This is an optimization exercise on Yosys and OpenROAD, whose aim is small area, a short achievable clock period and few clock cycles per item, not a production implementation.
Only simulation tests tie the RTL to the original design; equivalence was not proved.
Power figures rest on the tool's default switching activity, not on a simulated workload.

Setup of run 1:
// cptv_encoder
module cptv_encoder (
    input  wire        clk,
    input  wire        rst,           
    input  wire        cmd_valid,
    output wire        cmd_ready,
    input  wire [4:0]  cmd_width,     
    input  wire [15:0] cmd_count,     
    input  wire        cmd_hist,      
    output reg         cmd_err,       
    input  wire        s_valid,
    output reg         s_ready,
    input  wire [15:0] s_data,
    input  wire        h_valid,
    output reg         h_ready,
    input  wire [15:0] h_data,
    output reg         out_valid,
    input  wire        out_ready,
    output wire [31:0] out_data,
    output reg         out_last,
    output reg         res_valid,
    output reg  [4:0]  res_width
);
Size: ~1,200 cells after synthesis, ~100 I/O pins, ~0.011 mm² of cells after synthesis.
export LEC_CHECK = 0
export CAP_MARGIN = 0
export CORE_MARGIN = 2
export CORE_UTILIZATION = 47
export CTS_BUF_LIST = sky130_fd_sc_hd__clkbuf_8
export CTS_CLUSTER_DIAMETER = 70
export CTS_CLUSTER_SIZE = 18
export SETUP_SLACK_MARGIN = 4.9
export SLEW_MARGIN = 0
create_clock -name core_clock -period 7.5 [get_ports {clk}]
standard.sh (not shown) runs the stock make flow with config.mk's settings and CLKGATE_MAP_FILE= SYNTH_SCRIPT=/design/flow/synth_recipe.tcl, a recipe that flattens the netlist after the stock synthesis.
==> flow/flow/run.sh <==
#!/bin/bash
# The standard layout (standard.sh, unchanged synthesis and steps), with the
# port buffers that ORFS inserts made plain buffers instead of delay cells.
set -euo pipefail
export BUFFER_PORTS_ARGS="-buffer_cell sky130_fd_sc_hd__buf_1"
bash standard.sh > standard.log 2>&1
Testbench counts of run 1, summed over its fixed seeds: cycles 463,669, samples 462,776.
Edits applied to the flow inputs when going from run 1 to run 2:
# run 1
export LEC_CHECK = 0
export CAP_MARGIN = 0
export CORE_MARGIN = 2
export CORE_UTILIZATION = 47
export CTS_BUF_LIST = sky130_fd_sc_hd__clkbuf_8
export CTS_CLUSTER_DIAMETER = 70
export CTS_CLUSTER_SIZE = 18
export SETUP_SLACK_MARGIN = 4.9
export SLEW_MARGIN = 0
create_clock -name core_clock -period 7.5 [get_ports {clk}]
# run 2
export LEC_CHECK = 0
export CAP_MARGIN = 0
export CORE_MARGIN = 2
export CORE_UTILIZATION = 47
export CTS_BUF_LIST = sky130_fd_sc_hd__clkbuf_4 sky130_fd_sc_hd__clkbuf_8
export CTS_CLUSTER_DIAMETER = 70
export CTS_CLUSTER_SIZE = 14
export SETUP_SLACK_MARGIN = 4.9
export SLEW_MARGIN = 0
create_clock -name core_clock -period 7.5 [get_ports {clk}]
==> flow/flow/run.sh <==
#!/bin/bash
set -euo pipefail
export BUFFER_PORTS_ARGS="-buffer_cell sky130_fd_sc_hd__buf_1"
export RECOVER_POWER=50
bash standard.sh > standard.log 2>&1
--- outcome ---
- Run 2 vs. run 1: total global routing track utilization shows an increase of 0.42 points, sum of routed wire length over all layers went up by 150 µm, final critical path time including I/O delays and setup +1110 ps, maximum fanout along the worst path grew by 37, instance count on the critical path moved down.
- Comparing run 1 and run 2, the one run not ending clean was run 2.
- Run 2 had finished all stages when the layout checks came back failing, citing capacitance limit, slew limit.
- Per the comparison of run 2 with run 1, met3 track demand over resource up 0.30 points; number of cell rows flat; total power lower; number of max-slew violations in the final report picked up an extra 88; fraction of area in registers rose 0.28 points.
- | share of the clock period used by the worst path | lower: run 1 |
Modified inputs, run 3 compared to run 2
# run 2
export LEC_CHECK = 0
export CAP_MARGIN = 0
export CORE_MARGIN = 2
export CORE_UTILIZATION = 47
export CTS_BUF_LIST = sky130_fd_sc_hd__clkbuf_4 sky130_fd_sc_hd__clkbuf_8
export CTS_CLUSTER_DIAMETER = 70
export CTS_CLUSTER_SIZE = 14
export SETUP_SLACK_MARGIN = 4.9
export SLEW_MARGIN = 0
create_clock -name core_clock -period 7.5 [get_ports {clk}]
# run 3
export LEC_CHECK = 0
export CAP_MARGIN = 0
export CORE_MARGIN = 2
export CORE_UTILIZATION = 55
export CTS_BUF_LIST = sky130_fd_sc_hd__clkbuf_4 sky130_fd_sc_hd__clkbuf_8
export CTS_CLUSTER_DIAMETER = 70
export CTS_CLUSTER_SIZE = 14
export SETUP_SLACK_MARGIN = 4.9
export SLEW_MARGIN = 0
create_clock -name core_clock -period 7.5 [get_ports {clk}]
==> flow/flow/run.sh <==
#!/bin/bash
# The standard layout (standard.sh, unchanged synthesis and steps), with the
# port buffers that ORFS inserts made plain buffers instead of delay cells.
set -euo pipefail
export BUFFER_PORTS_ARGS="-buffer_cell sky130_fd_sc_hd__buf_1"
bash standard.sh > standard.log 2>&1
Findings:
- The routing usage on met3 on run 3 is in line with that on run 2.
- Looking at number of standard cells in the final layout excluding fillers across run 3 and run 2, the one that comes out lower is run 3.
- Of the two candidates, run 2 has the worse number of vias after detailed routing and run 3 the better one.
- Run 3 finished all stages; the layout is clean.
- Re arrival time of the worst setup path: run 2 was higher than run 3.
- Compared with run 2, run 3 shows a lower actual slew at the worst max-slew pin.
- In the reports for run 3 and run 2, the larger final worst-path setup slack belongs to run 3.
- | final-report max-slew violation count | higher: run 2 |
- Compared with run 2, in run 3 wire length reported by the detailed router moved down; number of global-route vias before repair shows an increase of about 1.5%; total area of multi-input combinational cells +39 µm².
Edits applied to the flow inputs when going from run 3 to run 4:
# run 3
export LEC_CHECK = 0
export CAP_MARGIN = 0
export CORE_MARGIN = 2
export CORE_UTILIZATION = 55
export CTS_BUF_LIST = sky130_fd_sc_hd__clkbuf_4 sky130_fd_sc_hd__clkbuf_8
export CTS_CLUSTER_DIAMETER = 70
export CTS_CLUSTER_SIZE = 14
export SETUP_SLACK_MARGIN = 4.9
export SLEW_MARGIN = 0
create_clock -name core_clock -period 7.5 [get_ports {clk}]
# run 4
export LEC_CHECK = 0
export CAP_MARGIN = 20
export CORE_MARGIN = 2
export CORE_UTILIZATION = 40
export CTS_BUF_LIST = sky130_fd_sc_hd__clkbuf_4 sky130_fd_sc_hd__clkbuf_8
export CTS_CLUSTER_DIAMETER = 70
export CTS_CLUSTER_SIZE = 14
export SETUP_SLACK_MARGIN = 4.9
export SLEW_MARGIN = 20
create_clock -name core_clock -period 7.5 [get_ports {clk}]
Findings:
Run 4 against run 3: per-cell routed wire length fell by 4.3%, count of non-filler cells in the finished layout rose by 118, proportion of power drawn by combinational gates rose by 0.5 points.
sky130_fd_sc_hd__a221oi_1 as the cell with the largest stage delay on the worst path was reported by run 3, and sky130_fd_sc_hd__fa_2 by run 4.
Clock tree cell share of total cell area was higher in run 4 than in run 3.
Cmp run 4 and run 3 / fraction of area in multi-input gates / lower: run 4
Run 4 gives less all-layer global routing usage than run 3 did.
Compared run 4 vs run 3, and sequential share of layout area is down in run 4.
Signal arrival time at the worst endpoint was higher in run 3 than in run 4.
Critical path depth ends up higher on run 4.
Design internal power came out higher on run 4 than on run 3.


cptv_encoder again, from the RTL that the note above started with.
// cptv_encoder
module cptv_encoder (
    input  wire        clk,
    input  wire        rst,           
    input  wire        cmd_valid,
    output wire        cmd_ready,
    input  wire [4:0]  cmd_width,     
    input  wire [15:0] cmd_count,     
    input  wire        cmd_hist,      
    output reg         cmd_err,       
    input  wire        s_valid,
    output reg         s_ready,
    input  wire [15:0] s_data,
    input  wire        h_valid,
    output reg         h_ready,
    input  wire [15:0] h_data,
    output reg         out_valid,
    input  wire        out_ready,
    output wire [31:0] out_data,
    output reg         out_last,
    output reg         res_valid,
    output reg  [4:0]  res_width
);
    reg        idle;          
    reg        busy;          
    reg        fin;           
    reg [4:0]  width;         
    reg        hist;
    reg [15:0] cnt;           
    reg        ge2;           
    reg        rp;            
    reg        s_full, h_full;
    reg [15:0] s_reg, h_reg;
    reg        t_full;
    reg [16:0] t_q;
    reg [16:0] tprev;         
    reg [15:0] mor;           
    reg        c_full;
    reg [15:0] c_q;           
    reg [62:0] buf_q;
    reg [5:0]  fill;          
    reg [5:0]  sh;            
    assign cmd_ready = idle;
    assign out_data  = buf_q[62:31];
    wire accept = cmd_valid && idle;
    wire cmd_ok = (cmd_width <= 5'd16) && (cmd_count != 16'd0);
    wire start  = accept && cmd_ok;
    wire pack   = (width != 5'd0);
    wire xfer   = out_valid && out_ready;
    reg  go;
    wire h_ok   = h_full || !hist;
    wire pk     = c_full && go;
  ...
clock: 7.5 ns
lec_check: 0
cap_margin: 20
core_margin: 2
core_utilization: 40
cts_buf_list: sky130_fd_sc_hd__clkbuf_16
cts_cluster_diameter: 80
cts_cluster_size: 20
setup_slack_margin: 4.9
slew_margin: 20
==> flow/flow/run.sh <==
#!/bin/bash
# The standard layout (standard.sh, unchanged synthesis and steps), with the
# port buffers that ORFS inserts made plain buffers instead of delay cells.
set -euo pipefail
export BUFFER_PORTS_ARGS="-buffer_cell sky130_fd_sc_hd__buf_2"
bash standard.sh > standard.log 2>&1
The starting point produced a clean layout.
Testbench counts at the start, summed over its fixed seeds: cycles 463,669, samples 462,776.
Edit:
--- a/flow/config.mk
+++ b/flow/config.mk
@@ -9,6 +9,4 @@
 export CORE_MARGIN = 2
-export CORE_UTILIZATION = 40
-export CTS_BUF_LIST = sky130_fd_sc_hd__clkbuf_16
-export CTS_CLUSTER_DIAMETER = 80
-export CTS_CLUSTER_SIZE = 20
+export CORE_UTILIZATION = 60
+export CTS_BUF_LIST = sky130_fd_sc_hd__clkbuf_4 sky130_fd_sc_hd__clkbuf_8
 export SETUP_SLACK_MARGIN = 4.9
The changed run finished clean.
Global-route usage rose by 7.7 points.
Register-to-register slack got worse by 0.12 ns.
Routed wire length hardly moves.
Power rose by 7.1%.
Final cell count goes down by 6.7%.
Worst setup slack is worse by 0.12 ns.
Die area falls by 33%.
Count of clock-buffer cells in the layout goes up by 41.
Combinational power came out higher by about 4%.
Edit:
--- a/flow/flow/run.sh
+++ b/flow/flow/run.sh
@@ -4,3 +4,3 @@
 set -euo pipefail
-export BUFFER_PORTS_ARGS="-buffer_cell sky130_fd_sc_hd__buf_2"
+export BUFFER_PORTS_ARGS="-buffer_cell sky130_fd_sc_hd__buf_1"
 bash standard.sh > standard.log 2>&1
--- a/flow/config.mk
+++ b/flow/config.mk
@@ -7,7 +7,10 @@
 export LEC_CHECK = 0
-export CAP_MARGIN = 20
+export CAP_MARGIN = 0
 export CORE_MARGIN = 2
-export CORE_UTILIZATION = 60
+export CORE_UTILIZATION = 47
 export CTS_BUF_LIST = sky130_fd_sc_hd__clkbuf_4 sky130_fd_sc_hd__clkbuf_8
+export CTS_CLUSTER_DIAMETER = 70
+export CTS_CLUSTER_SIZE = 14
+export PLACE_DENSITY = 0.75
 export SETUP_SLACK_MARGIN = 4.9
-export SLEW_MARGIN = 20
+export SLEW_MARGIN = 0
Result:
- power went down by 13%
- cell count increases by 3.1%
- worst setup slack improves by 0.049 ns
- synthesized area does not change
Edit:
==> flow/run.sh (new file) <==
#!/bin/bash
# synth_recipe.tcl (not shown) runs the flow's synth.tcl, then flattens the netlist and writes it again
# the make line also repeats each setting of config.mk as NAME=value (left out here)
make -C /OpenROAD-flow-scripts/flow DESIGN_CONFIG=/design/flow/config.mk WORK_HOME=/design/flow/orfs CLKGATE_MAP_FILE= SYNTH_SCRIPT=/design/flow/synth_recipe.tcl finish
==> flow/config.mk (replaced) <==
export PLATFORM = sky130hd
export DESIGN_NAME = cptv_encoder
export DESIGN_NICKNAME = cptv_encoder
export VERILOG_FILES = /design/flow/design.v
export SDC_FILE = /design/flow/constraint.sdc
export NUM_CORES = 4
export LEC_CHECK = 0
export CAP_MARGIN = 20
export CORE_MARGIN = 2
export CORE_UTILIZATION = 40
export SETUP_SLACK_MARGIN = 4.3
export SLEW_MARGIN = 20
removed: flow/flow/run.sh
removed: flow/standard.sh
Global-route usage is lower by 2.4 points.
Sequential power stays flat.
Via count drops by 0.93%.
Final area climbs by 7.4%.
Die area climbs by 17%.
Routed wire length went up by 1.5%.


try-xenon:
cptv_encoder again, from the RTL that the note above started with.
Settings: LEC_CHECK=0, CAP_MARGIN=20, CORE_MARGIN=2, CORE_UTILIZATION=40, SETUP_SLACK_MARGIN=4.7, SLEW_MARGIN=20; clock period 7.5 ns.
run.sh (not shown) runs the stock make flow with config.mk's settings and CLKGATE_MAP_FILE= SYNTH_SCRIPT=/design/flow/synth_recipe.tcl, a recipe that flattens the netlist after the stock synthesis.
Stock flow here: none of the scripts above is used.
Testbench counts of try-xenon, summed over its fixed seeds: cycles 463,669, samples 462,776.
[inputs] try-maple vs try-xenon
Settings: CTS_CLUSTER_SIZE now 14, previously not set; CORE_UTILIZATION now 47, was 40; CTS_CLUSTER_DIAMETER now 70, previously not set; CTS_BUF_LIST now sky130_fd_sc_hd__clkbuf_4 sky130_fd_sc_hd__clkbuf_8, previously not set; SETUP_SLACK_MARGIN now 4.9, was 4.7.
==> flow/flow/run.sh (new file) <==
#!/bin/bash
# The standard layout (standard.sh, unchanged synthesis and steps), with the
# port buffers that ORFS inserts made plain buffers instead of delay cells.
set -euo pipefail
export BUFFER_PORTS_ARGS="-buffer_cell sky130_fd_sc_hd__buf_1"
bash standard.sh > standard.log 2>&1
==> flow/standard.sh (new file) <==
#!/bin/bash
# synth_recipe.tcl (not shown) runs the flow's synth.tcl, then flattens the netlist and writes it again
# the make line also repeats each setting of config.mk as NAME=value (left out here)
make -C /OpenROAD-flow-scripts/flow DESIGN_CONFIG=/design/flow/config.mk WORK_HOME=/design/flow/orfs CLKGATE_MAP_FILE= SYNTH_SCRIPT=/design/flow/synth_recipe.tcl "${@:-finish}"
removed: flow/run.sh
### Flow results
- Delta (try-maple minus try-xenon): die height dropped 13 µm, met2 wire length dropped 5.5%, global-route wire length before repair climbed about 1.8%.
- Between try-maple and try-xenon, it is try-maple whose worst setup slack is higher, by 0.17 ns.
- The storage element area was comparable across try-xenon and try-maple.
- Initial cell density of the core: try-maple higher than try-xenon
- try-maple — buffer share of cell area 3.9 points lower, try-xenon as reference
- [try-maple vs try-xenon] number of buffers created by CTS: lower in try-maple
- Compared with try-xenon, try-maple shows a lower final area.
- Number of failing hold endpoints at the final stage: try-xenon vs try-maple, no meaningful difference
- try-xenon -> try-maple: detail-routed net length per standard cell increased by a few percent
diff inputs: try-maple => try-zinc
Settings: removing CTS_CLUSTER_DIAMETER (formerly 70); removing CTS_CLUSTER_SIZE (formerly 14); changing CORE_UTILIZATION from 47 to 40.
diff --git a/flow/flow/run.sh b/flow/flow/run.sh
--- a/flow/flow/run.sh
+++ b/flow/flow/run.sh
@@ -4,3 +4,3 @@
 set -euo pipefail
-export BUFFER_PORTS_ARGS="-buffer_cell sky130_fd_sc_hd__buf_1"
+export BUFFER_PORTS_ARGS="-buffer_cell sky130_fd_sc_hd__buf_2"
 bash standard.sh > standard.log 2>&1
==> run summary <==
Minimum clock period after layout on try-zinc is ahead of try-maple.
Share of the clock period used by the worst path after layout | try-zinc below try-maple
Initial core utilization: try-zinc < try-maple
Edits applied to the flow inputs when going from try-zinc to try-nickel:
Settings: putting CTS_CLUSTER_SIZE at 14 where nothing was set; putting CTS_CLUSTER_DIAMETER at 70 where nothing was set; swapping 4.9 for 5.0 in SETUP_SLACK_MARGIN.
[summary]
- Each of the runs, namely try-zinc and try-nickel, reached the end of the flow and came out clean.
- Between try-nickel and try-zinc, it is try-nickel whose number of buffers added by the clock tree synthesis step is lower, by about 50%.
- Wire length on met2 in try-nickel is 540 µm above try-zinc.
- Compared with try-zinc, try-nickel shows total net switching power lower by about 5%.
- try-nickel vs. try-zinc: setup slack shrank by 0.0036 ns, global router's overall resource usage shrank by 0.24 points, overall power consumption shrank by 8.6%.
- Of the two values seen for classification of the worst setup path, reg -> out was produced by try-zinc and reg -> reg by try-nickel.
- As of try-nickel, first-iteration DRC count had fallen by more than 10% compared to try-zinc.
The inputs of try-fjord differ from those of try-nickel as listed below.
Settings: a change of SLEW_MARGIN from 20 to 0; a change of SETUP_SLACK_MARGIN from 5.0 to 4.9; a change of CORE_UTILIZATION from 40 to 47; a change of CAP_MARGIN from 20 to 0.
diff --git a/flow/flow/run.sh b/flow/flow/run.sh
--- a/flow/flow/run.sh
+++ b/flow/flow/run.sh
@@ -4,3 +4,3 @@
 set -euo pipefail
-export BUFFER_PORTS_ARGS="-buffer_cell sky130_fd_sc_hd__buf_2"
+export BUFFER_PORTS_ARGS="-buffer_cell sky130_fd_sc_hd__buf_1"
 bash standard.sh > standard.log 2>&1
==> run summary <==
Routed wire length: lower on try-fjord. Per the comparison of try-fjord with try-nickel, fraction of met1 tracks used by global routing +6.6 points; combinational cell power ~0 delta.
## Diff of input files: try-yarrow against try-fjord
Settings: CORE_UTILIZATION now 40, was 47; SLEW_MARGIN now 20, was 0; CAP_MARGIN now 20, was 0.
diff --git a/flow/flow/run.sh b/flow/flow/run.sh
--- a/flow/flow/run.sh
+++ b/flow/flow/run.sh
@@ -4,3 +4,3 @@
 set -euo pipefail
-export BUFFER_PORTS_ARGS="-buffer_cell sky130_fd_sc_hd__buf_1"
+export BUFFER_PORTS_ARGS="-buffer_cell sky130_fd_sc_hd__buf_2"
 bash standard.sh > standard.log 2>&1
### Flow results
- try-yarrow: flow completed, timing, DRC and antenna clean
- Re number of standard cells in the final layout excluding fillers: try-fjord was lower than try-yarrow.
- Diff try-fjord and try-yarrow: final standard cell utilization of the core lower in try-yarrow
- [try-yarrow] shortest period the worst path allows rose 0.037 ns relative to try-fjord
- Between try-fjord and try-yarrow, the final critical-path setup slack is lower for try-yarrow.
- Hold slack: try-fjord vs try-yarrow, no meaningful difference
- Compare try-fjord and try-yarrow | cell area lower: try-fjord
- When the final numbers for try-fjord and try-yarrow were put side by side, the non-clock buffer count turned out to be greater in try-fjord.
- Worst relative slew slack in try-yarrow is 7.7 points above try-fjord.
- In the metrics for try-fjord and try-yarrow, the one carrying the lower first-pass GRT wire length is try-yarrow.
- Going from try-fjord to try-yarrow, area growth from synthesis to layout grows by 1.9 points.

## afterwards: timing with drivers on the ports
The results above use ideal ports. As a check the final layouts listed here were re-extracted and re-timed, cells and wires unchanged. Step 1 sets driving cells, clkbuf_16 on the clock port and buf_2 on the other inputs (assumed; they add their load-dependent delay and slew). Step 2 moves the port delays by t, midway between the first and last clock arrival at a register: inputs arrive t later, outputs are due t later. That takes back most of the time a late clock gives input paths. Three values: no drivers, after step 1, after step 2; two values: the first two.
| run | t, ns | setup WS [ns] | latest minus earliest clock arrival (ns) | slew at the worst register clock pin (ns) | pins driven straight from the clock port |
|---|---|---|---|---|---|
| run 1 | 0.559 | 4.911 / 4.891 / 4.437 | 0.011 / 0.012 | 0.12 / 0.12 | 1 |
| run 2 | 0.571 | 3.803 / 3.803 / 3.415 | 0.027 / 0.027 | 0.10 / 0.10 | 1 |
| run 3 | 0.561 | 4.921 / 4.907 / 4.382 | 0.031 / 0.031 | 0.10 / 0.10 | 1 |
| run 4 | 0.591 | 4.935 / 4.893 / 4.453 | 0.046 / 0.045 | 0.10 / 0.10 | 1 |
| the first run of note 2 | 0.532 | 4.957 / 4.911 / 4.472 | 0.033 / 0.033 | 0.09 / 0.09 | 1 |
| the second run of note 2 | 0.549 | 4.836 / 4.836 / 4.391 | 0.026 / 0.026 | 0.07 / 0.07 | 1 |
| the third run of note 2 | 0.562 | 4.885 / 4.885 / 4.395 | 0.023 / 0.023 | 0.10 / 0.10 | 1 |
| the fourth run of note 2 | 0.575 | 4.439 / 4.466 / 3.891 | 0.013 / 0.013 | 0.06 / 0.06 | 1 |
| try-xenon | 0.566 | 4.724 / 4.710 / 4.186 | 0.014 / 0.015 | 0.06 / 0.06 | 1 |
| try-maple | 0.568 | 4.893 / 4.849 / 4.461 | 0.033 / 0.034 | 0.10 / 0.10 | 1 |
| try-zinc | 0.576 | 4.936 / 4.891 / 4.437 | 0.017 / 0.016 | 0.06 / 0.06 | 1 |
| try-nickel | 0.577 | 4.932 / 4.930 / 4.417 | 0.013 / 0.012 | 0.10 / 0.10 | 1 |
| try-fjord | 0.569 | 4.929 / 4.884 / 4.457 | 0.030 / 0.029 | 0.10 / 0.10 | 1 |
| try-yarrow | 0.585 | 4.892 / 4.845 / 4.385 | 0.037 / 0.037 | 0.10 / 0.10 | 1 |
The setup slack of the fourth run of note 2, which loses most, moves by +0.027 ns with the drivers and by -0.548 ns with both steps.
